Context: an optimization exercise on an open-source flow, tuned for small area, a short achievable clock period and few clock cycles. The choices shown serve that exercise and are no tape-out recipe. The RTL was checked by simulation tests, not by an equivalence proof against the original design. Power is estimated from default activity; no workload was simulated.

==> trial 62 <==
## dlls_core
module dlls_core (
    input  wire        clk,
    input  wire        rst,          
    input  wire        cmd_valid,
    output wire        cmd_ready,
    input  wire [31:0] cmd,
    output reg         resp_valid,
    output reg  [31:0] resp
);
Settings: LEC_CHECK=0, CAP_MARGIN=20, CORE_MARGIN=2, CORE_UTILIZATION=40, CTS_BUF_LIST=sky130_fd_sc_hd__clkbuf_16, CTS_CLUSTER_DIAMETER=80, CTS_CLUSTER_SIZE=30, SLEW_MARGIN=20; clock period 25.0 ns.
standard.sh (not shown) runs the stock make flow with config.mk's settings and CLKGATE_MAP_FILE= SYNTH_SCRIPT=/design/flow/synth_recipe.tcl, a recipe that flattens the netlist after the stock synthesis.
==> flow/flow/run.sh <==
#!/bin/bash
# Layout flow: the standard layout (standard.sh, unchanged synthesis and
# steps), except that buffer_ports puts sky130_fd_sc_hd__buf_4 on every input
# and output port instead of the cell it picks by default (a slow delay
# buffer).  All tool output goes to standard.log in this folder; ORFS keeps
# its per-step logs under orfs/logs.
set -euo pipefail
export BUFFER_PORTS_ARGS="-buffer_cell sky130_fd_sc_hd__buf_4"
bash standard.sh > standard.log 2>&1
==> build 60 (differences from trial 62) <==
--- a/flow/design.v
+++ b/flow/design.v
@@ -50,13 +50,12 @@
     reg  [15:0] r_fmax;
     reg         cfg_valid;
     reg  [3:0]  cfg_err;
     reg  [2:0]  k_sh;             
     reg  [7:0]  k_g;              
     reg  [8:0]  k_g9;             
-    reg  [7:0]  k_en;             
     reg  [7:0]  eng_a;            
     reg         eng_par;
     reg         tx_inf;
     reg  [15:0] tx_cnt;
     reg  [7:0]  tx_a;             
     reg         tx_par;
@@ -95,12 +94,16 @@
     reg         p_v;
     reg         p_dmg;
     reg  [5:0]  p_n;              
     reg  [5:0]  p_len;            
     reg  [4:0]  p_off;
     reg  [5:0]  p_rsy;
+    reg         dc_v;
+    reg  [7:0]  dc_code;
+    reg         dc_esc;
+    reg  [3:0]  dc_pos;
     reg         ph;
     reg  [7:0]  tmp;
     function [NF+3:0] pdec;       
         input [31:0] w;
         reg [7:0] o;
         reg [NF-1:0] f;
@@ -186,22 +189,25 @@
     wire x_txe    = c_v && lg[F_TXE]   && cfg_valid;
     wire x_pop    = c_v && lg[F_POP];
     wire x_feed   = c_v && lg[F_FEED]  && cfg_valid;
     wire x_ext    = c_v && lg[F_EXT]   && cfg_valid;
     wire x_prd    = c_v && lg[F_PRD];
     wire x_flush  = c_v && lg[F_FLUSH];
-    wire caught    = (sc_n == rx_cnt);
+    reg  caught;                  
     wire rx_full   = rx_cnt[5];
     wire x_feed_ok = x_feed && !rx_full;
     wire ext_stall = x_ext && !p_v && !caught;
     wire        is_txb    = c_f[F_TXB];
     wire        tx_stall  = x_txb && scheme_crc && tx_cl && !ph;
     wire        rd_stall  = x_rd && c_f[F_RDCRC] && !ph;
     wire        cm_stall  = x_commit && !ph;
-    wire        stall     = ext_stall || tx_stall || rd_stall || cm_stall;
-    wire [7:0]  crc_out   = stepa_byte(c_f[F_EBYTE] ? eng_a : tx_a, b, k_g);
+    wire        dc_stall  = dc_v && (x_txb || x_txe);
+    wire        stall     = ext_stall || tx_stall || rd_stall || cm_stall || dc_stall;
+    wire        e_crc     = c_v && (c_f[F_EBYTE] || c_f[F_TXB]);
+    wire [7:0]  crc_out   = stepa_byte(e_crc ? (c_f[F_EBYTE] ? eng_a : tx_a) : sc_a,
+                                       e_crc ? b : sc_last, k_g);
     wire        b_par     = ^b;
     wire        close     = is_txb ? tx_cl : tx_inf;
     wire        close_p   = is_txb ? (tx_par ^ b_par) : tx_par;
     wire [7:0]  crc_code  = (is_txb ? tmp : tx_a) >> k_sh;
     wire [7:0]  close_code = scheme_crc ? crc_code : (close_p ? r_oddmk : r_evenmk);
     wire        code_esc  = scheme_crc && !codepos &&
@@ -221,41 +227,21 @@
         pre_b[1] = (pre0 && c_res) ? r_esc : b;
         pre_b[2] = b;
     end
     wire [7:0]  cl_b0 = codepos ? r_stop : (code_esc ? r_esc : close_code);
     wire [7:0]  cl_b1 = codepos ? close_code : (code_esc ? close_code : r_stop);
     wire [7:0]  cl_b2 = r_stop;
-    reg  [7:0]  slot_b [0:5];
-    reg  [5:0]  slot_ne;          
-    reg  [5:0]  slot_x;           
-    integer     k;
-    always @* begin
-        for (k = 0; k < 6; k = k + 1) begin
-            slot_b[k] = 8'h00;
-            slot_ne[k] = (npre_hot[3] && (k < 3 || close && k < 5)) ||
-                         (npre_hot[2] && (k < 2 || close && k < 4)) ||
-                         (npre_hot[1] && (k < 1 || close && k < 3)) ||
-                         (npre_hot[0] && (close && k < 2));
-            slot_x[k]  = close && (k >= 2) && npre_hot[(k - 2) & 3] && (k <= 5);
-        end
-        if (npre_hot[0]) begin
-            slot_b[0] = cl_b0; slot_b[1] = cl_b1; slot_b[2] = cl_b2;
-        end
-        if (npre_hot[1]) begin
-            slot_b[0] = pre_b[0];
-            slot_b[1] = cl_b0; slot_b[2] = cl_b1; slot_b[3] = cl_b2;
-        end
-        if (npre_hot[2]) begin
-            slot_b[0] = pre_b[0]; slot_b[1] = pre_b[1];
-            slot_b[2] = cl_b0; slot_b[3] = cl_b1; slot_b[4] = cl_b2;
-        end
-        if (npre_hot[3]) begin
-            slot_b[0] = pre_b[0]; slot_b[1] = pre_b[1]; slot_b[2] = pre_b[2];
-            slot_b[3] = cl_b0; slot_b[4] = cl_b1; slot_b[5] = cl_b2;
-        end
-    end
+    wire [7:0]  dcl_b0 = codepos ? r_stop : (dc_esc ? r_esc : dc_code);
+    wire [7:0]  dcl_b1 = codepos ? dc_code : (dc_esc ? dc_code : r_stop);
+    wire [7:0]  slot_b0 = dc_v ? dcl_b0 : (is_txb ? pre_b[0] : cl_b0);
+    wire [7:0]  slot_b1 = dc_v ? dcl_b1 : (is_txb ? pre_b[1] : cl_b1);
+    wire [7:0]  slot_b2 = (dc_v || !is_txb) ? r_stop : b;
+    wire [2:0]  slot_ne = dc_v   ? 3'b011 :
+                          is_txb ? {npre_hot[3], npre_hot[3] | npre_hot[2], 1'b1} :
+                                   {1'b0, close, close};
+    wire        slot_x2 = dc_v ? (dc_esc && !codepos) : (!is_txb && len_x);
     wire [6:0]  fge;
     genvar gi;
     generate
         for (gi = 0; gi <= 6; gi = gi + 1) begin : g_fge
             assign fge[gi] = (txq_cnt <= 5'd16 - gi);
         end
@@ -264,32 +250,39 @@
                                      npre_hot[2] & fge[4] | npre_hot[3] & fge[5])
                                   : (npre_hot[0] | npre_hot[1] & fge[1] |
                                      npre_hot[2] & fge[2] | npre_hot[3] & fge[3]);
     wire        fits_x    = npre_hot[0] & fge[3] | npre_hot[1] & fge[4] |
                             npre_hot[2] & fge[5] | npre_hot[3] & fge[6];
     wire        tx_fits   = len_x ? fits_x : fits_ne;
-    wire        go_base   = x_txb && !tx_stall || x_txe;
+    wire        go_base   = x_txb && !tx_stall && !dc_v || x_txe && !dc_v;
     wire        tx_go     = go_base && tx_fits;
-    wire [15:0] tail_hot  = 16'h0001 << txq_tail;
+    wire [15:0] base_hot  = 16'h0001 << (dc_v ? dc_pos : txq_tail);
+    wire [1:0]  base_lo   = dc_v ? dc_pos[1:0] : txq_tail[1:0];
+    reg  [7:0]  bank_d [0:3];
+    integer     bk;
+    always @* begin
+        for (bk = 0; bk < 4; bk = bk + 1)
+            case ((bk - base_lo) & 2'd3)
+                2'd0:    bank_d[bk] = slot_b0;
+                2'd1:    bank_d[bk] = slot_b1;
+                default: bank_d[bk] = slot_b2;
+            endcase
+    end
     reg  [15:0] en_ne, en_x;
     reg  [7:0]  ent_b [0:15];
-    integer     ei, er;
+    integer     ei;
     always @* begin
         for (ei = 0; ei < 16; ei = ei + 1) begin
-            en_ne[ei] = 1'b0;
-            en_x[ei]  = 1'b0;
-            ent_b[ei] = 8'h00;
-            for (er = 0; er < 6; er = er + 1) begin
-                en_ne[ei] = en_ne[ei] | (tail_hot[(ei - er) & 15] & slot_ne[er]);
-                en_x[ei]  = en_x[ei]  | (tail_hot[(ei - er) & 15] & slot_x[er]);
-                ent_b[ei] = ent_b[ei] | ({8{tail_hot[(ei - er) & 15]}} & slot_b[er]);
-            end
+            en_ne[ei] = (base_hot[ei] & slot_ne[0]) | (base_hot[(ei - 1) & 15] & slot_ne[1]) |
+                        (base_hot[(ei - 2) & 15] & slot_ne[2]);
+            en_x[ei]  = base_hot[(ei - 2) & 15];
+            ent_b[ei] = bank_d[ei & 3];
         end
     end
-    wire [15:0] ent_we = len_x ? ({16{go_base && fits_x}} & (en_ne | en_x))
-                               : ({16{go_base && fits_ne}} & en_ne);
+    wire        we_any = dc_v || go_base && (len_x ? fits_x : fits_ne);
+    wire [15:0] ent_we = {16{we_any}} & (en_ne | ({16{slot_x2}} & en_x));
     wire [3:0]  tail_ne   = txq_tail + {1'b0, len_ne};
     wire [3:0]  tail_x    = txq_tail + {1'b0, len_ne} + 4'd1;
     wire [4:0]  cnt_ne    = txq_cnt + {2'b00, len_ne};
     wire [4:0]  cnt_x     = txq_cnt + {2'b00, len_ne} + 5'd1;
     wire        tx_cl_nx  = ((tx_cnt + 16'd2) == r_fmax);
     wire        fmax_one  = (r_fmax == 16'd1);
@@ -306,22 +299,22 @@
             else if ((r_evenmk == r_start) || (r_evenmk == r_stop) || (r_evenmk == r_esc) ||
                      (r_oddmk  == r_start) || (r_oddmk  == r_stop) || (r_oddmk  == r_esc))
                 first_failed = 4'd4;
         end else begin
             if ((r_deg < 4'd1) || (r_deg > 4'd8))
                 first_failed = 4'd5;
-            else if (!r_gen[r_deg] || ((r_gen >> (r_deg + 4'd1)) != 9'd0))
+            else if (((r_gen & (9'h001 << r_deg)) == 9'd0) || ((r_gen & (9'h1FE << r_deg)) != 9'd0))
                 first_failed = 4'd6;
             else if (!r_gen[0])
                 first_failed = 4'd7;
         end
     end
     wire [2:0] new_sh = 3'd0 - r_deg[2:0];            
     wire [7:0] new_g  = r_gen[7:0] << new_sh;         
     wire [8:0] new_g9 = r_gen & ~(9'h1FE << r_deg);
-    wire [7:0] new_en = ~(8'hFF << r_deg);
+    wire [7:0] k_en   = 8'hFF >> k_sh;                 
     wire [7:0] rd_a    = a[3] ? tx_a : eng_a;         
     wire [7:0] rd_half = div_x4(rd_a >> k_sh, k_en[3:0], k_g9);
     wire [7:0] rd_rem  = div_x4(tmp, k_en[7:4], k_g9);
     reg [15:0] csr_val;
     reg        csr_ok;
     always @* begin
@@ -364,19 +357,22 @@
     wire sc_escb  = sc_ds && !sc_close && !sc_esc && is_esc;
     wire sc_sync  = !sc_ds && is_start;
     wire [5:0] prot_v   = x_ext ? 6'd0 : rxpay_len;
     wire [5:0] prot_p   = p_v ? p_len : 6'd0;
     wire [6:0] prot_all = {1'b0, prot_v} + {1'b0, prot_p} + {1'b0, sc_alen};
     reg        no_room;
-    wire [6:0] prot_room = {1'b0, prot_v} + {1'b0, prot_p} +
-                           ((sc_go && (sc_sync || sc_rsyb)) ? 7'd0 : {1'b0, sc_alen});
+    wire [6:0] prot_vp = {1'b0, prot_v} + {1'b0, prot_p};
+    wire       nr_a    = (prot_all >= 7'd31);
+    wire       nr_b    = (prot_all >= 7'd32);
+    wire       nr_c    = (prot_vp >= 7'd32);
     wire sc_wr   = sc_datab && !sc_alen[5];          
-    wire sc_hold = (sc_close && p_v) || (sc_wr && no_room);
+    wire sc_fold = (sc_datab || sc_stopb) && (sc_alen != 6'd0);    
+    wire sc_hold = (sc_close && p_v) || (sc_wr && no_room) || (sc_fold && e_crc);
     wire sc_go   = sc_have && !sc_hold;
     wire       alen_nz    = (sc_alen != 6'd0);
-    wire [7:0] sc_a_all   = alen_nz ? stepa_byte(sc_a, sc_last, k_g) : sc_a;
+    wire [7:0] sc_a_all   = alen_nz ? crc_out : sc_a;
     wire       sc_par_all = alen_nz ? (sc_par ^ (^sc_last)) : sc_par;
     wire [7:0] vf_code  = codepos ? sc_byte : sc_last;
     wire [7:0] vf_calc  = scheme_crc ? (sc_a >> k_sh) : (sc_par ? r_oddmk : r_evenmk);
     wire       vf_ok    = (vf_code == vf_calc);
     wire       vf_frame = vf_ok && (codepos || alen_nz);
     wire [4:0] new_wb = p_v ? (p_off + p_len[4:0]) : (pay_off + rxpay_len[4:0]);
@@ -421,23 +417,24 @@
     always @(posedge clk) begin
         rst_r <= rst;
         ff_r  <= first_failed;
         rdy_q <= rst || (stall ? !(x_ext && !ext_ok_nx)
                                : !(take && (dec_in[F_COMMIT] || dec_in[F_RD] && dec_in[F_RDCRC] ||
                                             dec_in[F_TXB] && scheme_crc && tx_cl_pred ||
+                                            (dec_in[F_TXB] || dec_in[F_TXE]) && x_txb && close ||
                                             dec_in[F_EXT] && !ext_ok_nx)));
         if (rst) begin
             c_v  <= 1'b0;
         end else if (!stall) begin
             c_v  <= take;
             {c_res, c_e, c_p, c_s, c_f} <= dec_in;
             c_d  <= cmd[23:0];
         end
         resp_valid <= c_v && !stall && !rst;
         resp       <= resp_n;
-        no_room <= ((prot_room + {6'd0, sc_go && sc_wr}) >= 7'd32);
+        no_room <= (sc_go && (sc_sync || sc_rsyb)) ? nr_c : (sc_go && sc_wr) ? nr_a : nr_b;
         if (arst) begin
             ctrl      <= 2'd0;
             r_start   <= 8'h00;
             r_stop    <= 8'h00;
             r_esc     <= 8'h00;
             r_evenmk  <= 8'h00;
@@ -447,13 +444,12 @@
             r_fmax    <= 16'd0;
             cfg_valid <= 1'b0;
             cfg_err   <= 4'd0;
             k_sh      <= 3'd0;
             k_g       <= 8'h00;
             k_g9      <= 9'h000;
-            k_en      <= 8'h00;
             eng_a     <= 8'h00;
             eng_par   <= 1'b0;
             tx_inf    <= 1'b0;
             tx_cnt    <= 16'd0;
             tx_a      <= 8'h00;
             tx_par    <= 1'b0;
@@ -468,17 +464,19 @@
             rxpay_len <= 6'd0;
             pay_off   <= 5'd0;
             lastout   <= OC_NONE;
             resync_cnt  <= 16'd0;
             damaged_cnt <= 16'd0;
             sc_n      <= 6'd0;
+            caught    <= 1'b1;
             sc_ds     <= 1'b0;
             sc_rsy    <= 6'd0;
             p_v       <= 1'b0;
             pf_v      <= 1'b0;
             ph        <= 1'b0;
+            dc_v      <= 1'b0;
         end else begin
             if (stall && !ext_stall) begin
                 ph  <= 1'b1;
                 tmp <= c_f[F_RD] ? rd_half : crc_out;
             end else begin
                 ph  <= 1'b0;
@@ -530,12 +528,16 @@
                     sc_last <= sc_byte;
                     if (!sc_alen[5]) rxpay[sc_wp] <= sc_byte;
                     sc_alen <= sc_alen + 6'd1;
                     sc_wp   <= sc_wp + 5'd1;
                 end
             end
+            if (caught)
+                caught <= !(x_feed_ok && !sc_go);
+            else
+                caught <= u_one && sc_go && !x_feed_ok;
             if (ext_go) begin
                 sc_n <= sc_go ? sc_n1_rm : sc_n_rm;
                 if (sc_go && (sc_sync || sc_rsyb))
                     sc_bn <= sc_n1_rm;
                 else
                     sc_bn <= sc_bn - ext_rm;
@@ -561,22 +563,28 @@
             if (x_cgo) begin
                 cfg_err   <= ff_r;
                 cfg_valid <= (ff_r == 4'd0);
                 k_sh      <= new_sh;
                 k_g       <= new_g;
                 k_g9      <= new_g9;
-                k_en      <= new_en;
             end
             if (x_cgo || x_eclr) begin
                 eng_a   <= 8'h00;
                 eng_par <= 1'b0;
             end
             if (x_ebyte) begin
                 eng_par <= eng_par ^ b_par;
                 if (scheme_crc) eng_a <= crc_out;
             end
+            dc_v <= 1'b0;
+            if (tx_go && is_txb && close) begin
+                dc_v    <= 1'b1;
+                dc_code <= close_code;
+                dc_esc  <= code_esc;
+                dc_pos  <= txq_tail + {2'b00, n_pre};
+            end
             if (tx_go) begin
                 txq_cnt  <= len_x ? cnt_x : cnt_ne;
                 txq_tail <= len_x ? tail_x : tail_ne;
                 if (close) begin
                     tx_inf <= 1'b0;
                     tx_cnt <= 16'd0;
@@ -626,23 +634,24 @@
                         lastout     <= OC_DAMAGED;
                         damaged_cnt <= damaged_cnt + 16'd1;
                     end
                 end else begin
                     dstate    <= sc_ds;
                     rxpay_len <= 6'd0;
-                    pay_off   <= sc_wb;
+                    if (sc_ds) pay_off <= sc_wb;
                     lastout   <= OC_INCOMPLETE;
                 end
             end
             if (x_cgo || x_flush) begin
                 rx_cnt    <= 6'd0;
                 rx_tail   <= rx_head;
                 dstate    <= 1'b0;
                 rxpay_len <= 6'd0;
                 lastout   <= OC_NONE;
                 sc_n      <= 6'd0;
+            caught    <= 1'b1;
                 sc_ds     <= 1'b0;
                 sc_rsy    <= 6'd0;
                 p_v       <= 1'b0;
                 pf_v      <= 1'b0;
             end
             if (x_cgo) begin
--- a/flow/config.mk
+++ b/flow/config.mk
@@ -7,8 +7,8 @@
 export LEC_CHECK = 0
 export CAP_MARGIN = 20
 export CORE_MARGIN = 2
 export CORE_UTILIZATION = 40
 export CTS_BUF_LIST = sky130_fd_sc_hd__clkbuf_16
 export CTS_CLUSTER_DIAMETER = 80
-export CTS_CLUSTER_SIZE = 30
+export CTS_CLUSTER_SIZE = 24
 export SLEW_MARGIN = 20
==> summary of the runs <==
In build 60 the via count is lower than in trial 62, by 19%. In trial 62 the non-clock buffer count is higher than in build 60, by 43. Of trial 62 and build 60, trial 62 has the higher first-iteration DRC count (gap about 44%, measured against build 60). Clock-buffer cell count is the same in build 60 and trial 62. In trial 62 the fmax is larger than in build 60, by about 2.5%. Between trial 62 and build 60, the lower die area is in build 60 (gap about 10%, measured against build 60). Between build 60 and trial 62, the lower synthesized area is in build 60 (gap 8.9%, measured against trial 62). Sequential power is about the same in build 60 and trial 62.
Testbench counts of trial 62, summed over its fixed seeds: cycles 34,779.
Testbench counts of build 60, summed over its fixed seeds: cycles 34,779.

static timing again, ports no longer ideal:
The flow's constraints put no driver on any port. The routed layouts listed below were extracted and timed again, unchanged, in two steps. Step 1 (the two cells are an assumption about what drives the block):
set clk [get_ports {clk}]
set_driving_cell -lib_cell sky130_fd_sc_hd__clkbuf_16 $clk
set_driving_cell -lib_cell sky130_fd_sc_hd__buf_2 [delete_from_list [all_inputs] $clk]
Step 2 times the ports against the registers' clock, not the clock port: input delays grow and output delays shrink by t, the midpoint of the rising clock arrivals with the driver on. Slacks: ideal / step 1 / step 2; pairs: ideal / step 1.
run	t (ns)	slack for setup (ns)	hold slack, ns	worst setup path after step 2
trial 62	0.771	18.689 / 18.687 / 17.973	0.471 / 0.471 / 0.471	input to register
build 60	0.783	18.533 / 18.568 / 17.801	0.461 / 0.461 / 0.461	input to register
After both steps setup and hold are still met in every run listed. The setup slack of build 60, which loses most, moves by +0.035 ns with the drivers and by -0.732 ns with both steps.
